What follows belongs to an exercise in optimizing a design on an open flow for small area; a production flow would make more cautious choices. In this exercise RTL edits were held to simulation tests only and were not proved equivalent to the original. No activity file was given, so power comes from the tool's default toggle rates.

$ cat flow/constraint.sdc
create_clock -name core_clock -period 10.0 [get_ports {clk}]
set_input_delay 2.0000 -clock core_clock [delete_from_list [all_inputs] [get_ports {clk}]]
set_output_delay 2.0000 -clock core_clock [all_outputs]
set_load 0.01 [all_outputs]
$ cat flow/config.mk
export PLATFORM = sky130hd
export DESIGN_NAME = ticseq
export DESIGN_NICKNAME = ticseq
export VERILOG_FILES = /design/flow/design.v
export SDC_FILE = /design/flow/constraint.sdc
export NUM_CORES = 4
export LEC_CHECK = 0
export CAP_MARGIN = 20
export CORE_MARGIN = 2
export CORE_UTILIZATION = 40
export SLEW_MARGIN = 20
$ cat flow/run.sh
#!/bin/bash
# synth_recipe.tcl (not shown) runs the flow's synth.tcl, then flattens the netlist and writes it again
# the make line also repeats each setting of config.mk as NAME=value (left out here)
make -C /OpenROAD-flow-scripts/flow DESIGN_CONFIG=/design/flow/config.mk WORK_HOME=/design/flow/orfs CLKGATE_MAP_FILE= SYNTH_SCRIPT=/design/flow/synth_recipe.tcl finish
$ cat flow/design.v
module ticseq (
    input  wire        clk,
    input  wire        rst,         
    input  wire        wr_en,
    input  wire [4:0]  addr,
    input  wire [15:0] wdata,
    output reg  [15:0] rdata,
    output wire        data_o,
    output wire        srclk_o,
    output wire        rclk_o,
    output wire        data_oe,
    output wire        srclk_oe,
    output wire        rclk_oe,
    output wire        irq_o
);
    localparam [31:0] CLOCK_HZ = 32'd15998976;
    localparam [4:0]  LATCH_L  = 5'd16;
    localparam [2:0] PH_IDLE   = 3'd0,
                     PH_DATA   = 3'd1,
                     PH_SHI    = 3'd2,
                     PH_SLO    = 3'd3,
                     PH_RHI    = 3'd4,
                     PH_RWAIT1 = 3'd5,
                     PH_RLO    = 3'd6,
                     PH_RWAIT2 = 3'd7;
    reg [3:0]  psel;
    reg        ten, ctc, cmie, gie, seqen, patlock;
    reg        cmf, ovr, cfgerr, rej;
    reg [15:0] count;
    reg [15:0] cmp;
    reg [2:0]  pindir;           
    reg [2:0]  pinout;           
    reg [7:0]  pat [0:7];
    reg [9:0]  p;
    reg [2:0]  phase;
    reg [2:0]  bitcnt;
    reg [4:0]  dcnt;
    reg [7:0]  shreg;
    reg        src;              
    reg [2:0]  idx;
    wire [9:0] ctrl_rd = {patlock, seqen, gie, cmie, ctc, ten, psel};
    always @* begin
        case (addr)
            5'h00, 5'h01, 5'h02: rdata = {6'b0, ctrl_rd};
            5'h03: rdata = {8'b0, idx, (phase != PH_IDLE), rej, cfgerr, ovr, cmf};
            5'h04: rdata = count;
            5'h05: rdata = cmp;
            5'h06: rdata = {13'b0, pindir};
            5'h07: rdata = {13'b0, pinout};
            5'h10, 5'h11, 5'h12, 5'h13,
            5'h14, 5'h15, 5'h16, 5'h17: rdata = {8'b0, pat[addr[2:0]]};
            default: rdata = 16'h0000;
        endcase
    end
    assign data_o   = pinout[0];
    assign srclk_o  = pinout[1];
    assign rclk_o   = pinout[2];
    assign data_oe  = pindir[0];
    assign srclk_oe = pindir[1];
    assign rclk_oe  = pindir[2];
    assign irq_o    = cmf & cmie & gie & ~seqen;
    reg [3:0]  n_psel;
    reg        n_ten, n_ctc, n_cmie, n_gie, n_seqen, n_patlock;
    reg        n_cmf, n_ovr, n_cfgerr, n_rej;
    reg [15:0] n_count, n_cmp;
    reg [2:0]  n_pindir, n_pinout;
    reg [7:0]  n_pat [0:7];
    reg [9:0]  n_p;
    reg [2:0]  n_phase, n_bitcnt, n_idx;
    reg [4:0]  n_dcnt;
    reg [7:0]  n_shreg;
    reg        n_src;
    reg [15:0] ctrl_d;           
    reg        ctrl_wr;
    reg [7:0]  cmd_op, cmd_arg;
    reg [31:0] cfg_c;
    reg [9:0]  p_limit;
    integer    i;
    always @* begin
        n_psel = psel;   n_ten = ten;     n_ctc = ctc;   n_cmie = cmie;
        n_gie = gie;     n_seqen = seqen; n_patlock = patlock;
        n_cmf = cmf;     n_ovr = ovr;     n_cfgerr = cfgerr; n_rej = rej;
        n_count = count; n_cmp = cmp;
        n_pindir = pindir; n_pinout = pinout;
        for (i = 0; i < 8; i = i + 1) n_pat[i] = pat[i];
        n_p = p;         n_phase = phase; n_bitcnt = bitcnt;
        n_dcnt = dcnt;   n_shreg = shreg; n_src = src; n_idx = idx;
        ctrl_d  = 16'h0000;
        ctrl_wr = 1'b0;
        cmd_op  = wdata[7:0];
        cmd_arg = wdata[15:8];
        cfg_c   = CLOCK_HZ >> cmd_arg[3:0];
        if (wr_en) begin
            case (addr)
                5'h00: begin ctrl_wr = 1'b1; ctrl_d = wdata; end
                5'h01: begin ctrl_wr = 1'b1; ctrl_d = {6'b0, ctrl_rd} | wdata; end
                5'h02: begin ctrl_wr = 1'b1; ctrl_d = {6'b0, ctrl_rd} & ~wdata; end
                5'h03: begin
                    n_cmf    = cmf    & ~wdata[0];
                    n_ovr    = ovr    & ~wdata[1];
                    n_cfgerr = cfgerr & ~wdata[2];
                    n_rej    = rej    & ~wdata[3];
                end
                5'h04: n_count = wdata;
                5'h05: n_cmp = wdata;
                5'h06: n_pindir = wdata[2:0];
                5'h08: begin
                    case (cmd_op)
                        8'h00: ;                                   
                        8'h01: n_pindir = 3'b111;                  
                        8'h02: begin                               
                            if (cmd_arg > 8'd10 || cfg_c > 32'h0000FFFF) begin
                                n_cfgerr = 1'b1;
                            end else begin
                                n_cmp   = cfg_c[15:0];
                                ctrl_wr = 1'b1;
                                ctrl_d  = {6'b0, patlock, seqen, gie, 1'b1, 1'b1, 1'b1, cmd_arg[3:0]};
                                n_count = 16'h0000;
                                n_p     = 10'd0;
                            end
                        end
                        8'h03: begin                               
                            if (phase != PH_IDLE) begin
                                n_rej = 1'b1;
                            end else begin
                                n_shreg  = cmd_arg;
                                n_src    = 1'b1;
                                n_bitcnt = 3'd7;
                                n_phase  = PH_DATA;
                            end
                        end
                        8'h04: begin                               
                            if (phase != PH_IDLE) n_rej = 1'b1;
                            else                  n_idx = 3'd0;
                        end
                        default: n_rej = 1'b1;                     
                    endcase
                end
                5'h10, 5'h11, 5'h12, 5'h13,
                5'h14, 5'h15, 5'h16, 5'h17: begin
                    if (patlock) n_rej = 1'b1;
                    else         n_pat[addr[2:0]] = wdata[7:0];
                end
                default: ;                                         
            endcase
        end
        if (ctrl_wr) begin
            if (ctrl_d[3:0] <= 4'd10) n_psel = ctrl_d[3:0];
            n_ten     = ctrl_d[4];
            n_ctc     = ctrl_d[5];
            n_cmie    = ctrl_d[6];
            n_gie     = ctrl_d[7];
            n_seqen   = ctrl_d[8];
            n_patlock = patlock | ctrl_d[9];
        end
        case (n_phase)
            PH_IDLE: begin
                if (n_seqen && n_cmie && n_gie && n_cmf) begin
                    n_cmf    = 1'b0;
                    n_shreg  = n_pat[n_idx];
                    n_src    = 1'b0;
                    n_bitcnt = 3'd7;
                    n_phase  = PH_DATA;
                end
            end
            PH_DATA: begin
                n_pinout[0] = n_shreg[7];
                n_phase     = PH_SHI;
            end
            PH_SHI: begin
                n_pinout[1] = 1'b1;
                n_phase     = PH_SLO;
            end
            PH_SLO: begin
                n_pinout[1] = 1'b0;
                n_shreg     = {n_shreg[6:0], 1'b0};
                if (n_bitcnt == 3'd0) begin
                    n_phase = PH_RHI;
                end else begin
                    n_bitcnt = n_bitcnt - 3'd1;
                    n_phase  = PH_DATA;
                end
            end
            PH_RHI: begin
                n_pinout[2] = 1'b1;
                n_dcnt      = LATCH_L;
                n_phase     = PH_RWAIT1;
            end
            PH_RWAIT1: begin
                n_dcnt = n_dcnt - 5'd1;
                if (n_dcnt == 5'd0) n_phase = PH_RLO;
            end
            PH_RLO: begin
                n_pinout[2] = 1'b0;
                n_dcnt      = LATCH_L;
                n_phase     = PH_RWAIT2;
            end
            PH_RWAIT2: begin
                n_dcnt = n_dcnt - 5'd1;
                if (n_dcnt == 5'd0) begin
                    n_phase = PH_IDLE;
                    if (!n_src) n_idx = n_idx + 3'd1;
                end
            end
        endcase
        p_limit = (10'd1 << n_psel) - 10'd1;
        if (n_ten) begin
            if (n_p >= p_limit) begin
                n_p = 10'd0;
                if (n_count == n_cmp) begin
                    if (n_cmf) n_ovr = 1'b1;
                    n_cmf = 1'b1;
                    if (n_ctc) n_count = 16'h0000;
                    else       n_count = n_count + 16'd1;
                end else begin
                    n_count = n_count + 16'd1;
                end
            end else begin
                n_p = n_p + 10'd1;
            end
        end
    end
    always @(posedge clk) begin
        if (rst) begin
            psel <= 4'd0;  ten <= 1'b0;  ctc <= 1'b0;  cmie <= 1'b0;
            gie <= 1'b0;   seqen <= 1'b0; patlock <= 1'b0;
            cmf <= 1'b0;   ovr <= 1'b0;  cfgerr <= 1'b0; rej <= 1'b0;
            count <= 16'h0000; cmp <= 16'h0000;
            pindir <= 3'b000;  pinout <= 3'b000;
            pat[0] <= 8'hAA; pat[1] <= 8'h55; pat[2] <= 8'h33; pat[3] <= 8'hCC;
            pat[4] <= 8'hF0; pat[5] <= 8'h0F; pat[6] <= 8'hFF; pat[7] <= 8'h00;
            p <= 10'd0;    phase <= PH_IDLE; bitcnt <= 3'd0;
            dcnt <= 5'd0;  shreg <= 8'h00;   src <= 1'b0;  idx <= 3'd0;
        end else begin
            psel <= n_psel;  ten <= n_ten;  ctc <= n_ctc;  cmie <= n_cmie;
            gie <= n_gie;    seqen <= n_seqen; patlock <= n_patlock;
            cmf <= n_cmf;    ovr <= n_ovr;  cfgerr <= n_cfgerr; rej <= n_rej;
            count <= n_count; cmp <= n_cmp;
            pindir <= n_pindir; pinout <= n_pinout;
            for (i = 0; i < 8; i = i + 1) pat[i] <= n_pat[i];
            p <= n_p;        phase <= n_phase; bitcnt <= n_bitcnt;
            dcnt <= n_dcnt;  shreg <= n_shreg; src <= n_src; idx <= n_idx;
        end
    end
endmodule
==> run notes <==
-- power by group through the flow --
stage / clock network (mW) / registers, mW / logic (mW)
after floorplan: 0 / 0.614 / 0.0927
after global placement: 0 / 0.616 / 0.140
after detailed placement: 0 / 0.616 / 0.140
after CTS: 0.706 / 0.602 / 0.141
after global routing: 0.733 / 0.603 / 0.153
final: 0.700 / 0.603 / 0.144
-- cell usage after synthesis, types with 5 or more instances --
cell,instances
sky130_fd_sc_hd__a21oi_2,7
sky130_fd_sc_hd__nor2_1,184
sky130_fd_sc_hd__buf_2,13
sky130_fd_sc_hd__clkbuf_1,63
sky130_fd_sc_hd__a21o_1,6
sky130_fd_sc_hd__a211oi_1,17
sky130_fd_sc_hd__nor3_1,33
sky130_fd_sc_hd__xnor2_1,19
sky130_fd_sc_hd__nand4_1,9
sky130_fd_sc_hd__a211o_1,6
sky130_fd_sc_hd__mux2i_1,34
sky130_fd_sc_hd__and3_1,16
sky130_fd_sc_hd__o21ai_0,33
sky130_fd_sc_hd__dfxtp_1,149
sky130_fd_sc_hd__o211ai_1,14
sky130_fd_sc_hd__mux4_2,9
sky130_fd_sc_hd__o21a_1,8
sky130_fd_sc_hd__o22ai_1,15
sky130_fd_sc_hd__a22o_1,17
sky130_fd_sc_hd__nor2_2,10
sky130_fd_sc_hd__o221ai_1,18
sky130_fd_sc_hd__nor4_1,9
sky130_fd_sc_hd__and2_1,22
sky130_fd_sc_hd__a21oi_1,91
sky130_fd_sc_hd__nand3_1,24
sky130_fd_sc_hd__buf_1,5
sky130_fd_sc_hd__a31oi_1,11
sky130_fd_sc_hd__o32ai_1,6
sky130_fd_sc_hd__inv_1,37
sky130_fd_sc_hd__xor2_1,22
sky130_fd_sc_hd__mux2_2,7
sky130_fd_sc_hd__ha_1,24
sky130_fd_sc_hd__nand2_1,139
sky130_fd_sc_hd__nor2b_1,5
sky130_fd_sc_hd__nand2b_1,21
sky130_fd_sc_hd__a22oi_1,15
sky130_fd_sc_hd__buf_4,5
-- area by class of cell --
class                   instances  area share (%)
clock inverters                14            1.87
repair buffers                 63            5.43
clock buffers                  18            4.01
multi-input cells             947            55.7
flip-flops and latches        149            27.9
inverters                      39            1.37
well taps                     319            3.73
-- final timing paths --
path | from | to | slack (ns) | depth (start not counted)
max | wdata[0] | count[9] | 2.04 | 22
min | pat[2][6] | pat[2][6] | 0.47 | 2
max reg2reg | psel[3] | count[9] | 4.72 | 20
min reg2reg | pat[2][6] | pat[2][6] | 0.47 | 2
-- metrics by stage --
stage          area (um2)  instances  worst slack (ns)  power (mW)  hold WS (ns)
2_1_floorplan        9470       1224              3.41       0.707         0.446
3_3_place_gp        10100       1517              1.85       0.756         0.461
3_5_place_dp        10100       1517              1.67       0.756         0.464
4_1_cts             10700       1549              2.12        1.45         0.473
5_1_grt             10700       1549              1.44        1.49         0.508
6_report            10700       1549              2.04        1.45         0.473
-- worst min-delay path, delay by kind of cell, from the launching register on --
family | cells | cell delay (ns)
flops | 1 | 0.32
compound gates | 1 | 0.05
simple gates | 1 | 0.05
-- kinds of logic (layout without fill, tap and decap cells) --
kind of cell	count (synthesis)	count (layout)	synth area share, %
AOI/OAI and AO/OA	323	323	23.7
muxes	50	50	6.56
xor gates and xnor gates	41	41	3.79
adders and majority gates	24	24	3.17
and+or+nand+nor	509	509	25.6
buffers and inverters	128	134	5.68
DFF	149	149	31.5
-- flip-flops by register name (all words and copies together) (netlist names), 3 cells and up --
signal,count
bitcnt,3
cmp,16
pinout,3
idx,3
count,16
pindir,3
p,10
shreg,8
dcnt,5
psel,4
pat,64
phase,3
-- metal layers --
metal,wire length (um),part of all wire (%),track usage (%)
met4,1050,3.1,10.6
met3,3170,9.5,5.01
met1,14500,43,37.8
met2,14700,44,41.2
met5,0,0,0
==> impl_metrics.tcl <==
set metrics [dict create \
    status "complete, no violations" \
    rsz0062_at_grt "false" \
    cts_max_path_buffers 2 \
    total_leakage_power_nw 4.19 \
    core_area_um2 23300 \
    clkLatencyLatePin_ns 0.44 \
    htreeDepth 4 \
    ir_drop_uv 71.2 \
    synth.top_cell.area_share_pct 31.5 \
    timing.slew.headroom_pct 33.3 \
    critical_path.cell_chain "clkdlybuf4s50_1 -> nor4_1 -> and4_1 -> and3_1 -> nor2_1 -> nor2_1 -> nor2_1 -> a21oi_1 -> inv_1 -> nand3_1 -> ha_1 -> mux2i_1 -> a21oi_1 -> ha_1 -> o21ai_0 -> nor4_1 -> o22ai_1 -> or2_4 -> nor4b_4 -> nor4bb_1 -> xor2_1 -> nor2_2" \
    seq_area_frac_synth_pct 31.5 \
    design.die.area_um2 24900 \
    timing_worst_setup_path_type "input port to flip-flop" \
    cp_slowest_cell "sky130_fd_sc_hd__clkdlybuf4s50_1" \
    final_max_slew_viol_count 0 \
    drt_first_iter_violations 1100 \
    floorplan.io_pins 47 \
    relative_area_change_from_synthesis_to_final_layout_pct 12.9 \
    finalWeightedCongestion 0.959 \
    cts_setup_buffers 0 \
    multiInputGateArea_um2 5950 \
    power_density_nw_per_um2 135 \
    track_usage_pct 27.1 \
    seq_cells_post_synth 149 \
    holdBufCountCts 0 \
    synth_async_sr_flop_share_pct 0 \
    mappedNetlistArea_um2 9470 \
    cts_inserted_buffers 17 \
    fp.dieH_um 158 \
    netlist.top_cell.by_area "sky130_fd_sc_hd__dfxtp_1" \
    fraction_of_final_layout_cells_sized_beyond_drive_strength_1_pct 9.11 \
    power.sequential.fraction_pct 41.7 \
    edff_count_synth 0 \
    max_clock_freq_mhz 126 \
    effective_utilization_at_floorplan_pct 40.6 \
    cts_tree "yes" \
    layout_commonest_cell "sky130_fd_sc_hd__nor2_1" \
    ctsRootBufferMaster "sky130_fd_sc_hd__clkbuf_16" \
    final_min_period_over_clock_period_pct 79.6 \
    insertedDiodeCount 0 \
    netSwitchingFraction_pct 26.1 \
    placement_rows 56 \
    fin_skew_ns 0.00954 \
    power_frac_comb_pct 10.0 \
    synth.distinct_cells 93 \
    tightestPinTransition_ns 0.991 \
    final_cell_mix "sky130_fd_sc_hd__nor2_1 (184), sky130_fd_sc_hd__dfxtp_1 (149), sky130_fd_sc_hd__nand2_1 (139), sky130_fd_sc_hd__a21oi_1 (91), sky130_fd_sc_hd__clkdlybuf4s50_1 (44)" \
    detailedPlacementHpwl_um 23700 \
    cell_internal_pwr_mw 1.07 \
    syn_nets 1272 \
    critical_path.max_stage_delay_ns 0.78 \
    critPathCaptureType "flip-flop" \
    synth.top_cells.by_area "sky130_fd_sc_hd__dfxtp_1 (31%), sky130_fd_sc_hd__nor2_1 (7.3%), sky130_fd_sc_hd__nand2_1 (5.5%), sky130_fd_sc_hd__a21oi_1 (4.8%), sky130_fd_sc_hd__mux2i_1 (3.6%)" \
    first_global_vias 8681 \
    crit_arrival_ns 8.27 \
    post_cts_resize_count 0 \
    required_ns 10.30 \
    antenna_nets_post_route 0 \
    fillCellCount 2294 \
    worst-path-max-fanout 17 \
    vias 9396 \
    clock_power_share_pct 48.4 \
    yosys_warnings 3 \
    remaining_drc_errors 0 \
    synthCells 1224 \
    max_cap_violations 0 \
    crit_path_start_kind "input port" \
    grt_pass1_wl_um 51500 \
    hp-class "flip-flop to flip-flop" \
    cts_num_sinks 149 \
    final_nets 1265 \
    die_x_um 158 \
    setup_viol_count_final 0 \
    cp_top_family "simple AND/OR/NAND/NOR gates" \
    syn_avg_cell_area_um2 7.74 \
    critical_path_buf_inv_count 2 \
    io_buffer_count 46 \
    grt_antenna_before_repair 0 \
    drt-vias-per-instance 6.07 \
    cp_common_cell "sky130_fd_sc_hd__nor2_1" \
    switchingPower_mw 0.378 \
    dominantRegCellSynth "sky130_fd_sc_hd__dfxtp_1" \
    sequential_cell_area_um2 2980 \
    setup_tns_ns 0 \
    period_minus_slack_ns 7.96 \
    remaining_global_route_overflow 0 \
    detail_route.wirelength_um 33400 \
    report.final.hold_viol_count 0 \
    clk_pin_slew_ns 0.07 \
    utilization_pct 45.8 \
    drt_pass1_iterations 5 \
    detail_route.wl_per_cell_um 21.6 \
    grt_max_degree 59 \
]

re-timing with driven ports:
The results above use ideal ports. As a check the final layout listed here was re-extracted and re-timed, cells and wires unchanged.
Step 1: set_driving_cell puts a clkbuf_16 on clk and a buf_2 on each other input, an assumption about the parent block.
Step 2 moves the port delays by t, midway between the first and last clock arrival at a register: inputs arrive t later, outputs are due t later. That takes back most of the time a late clock gives input paths.
a / b / c = ideal ports / drivers / drivers and shift; a / b = the first two.
shift t [ns]: 0.478
slack for setup (ns): 2.038 / 2.058 / 1.580
worst hold slack (ns): 0.473 / 0.473 / 0.473
worst data-port slew with drivers (ns): 0.04
pins driven straight from the clock port: 1
After both steps setup and hold are still met in this run. The setup slack of this run moves by +0.020 ns with the drivers and by -0.458 ns with both steps.
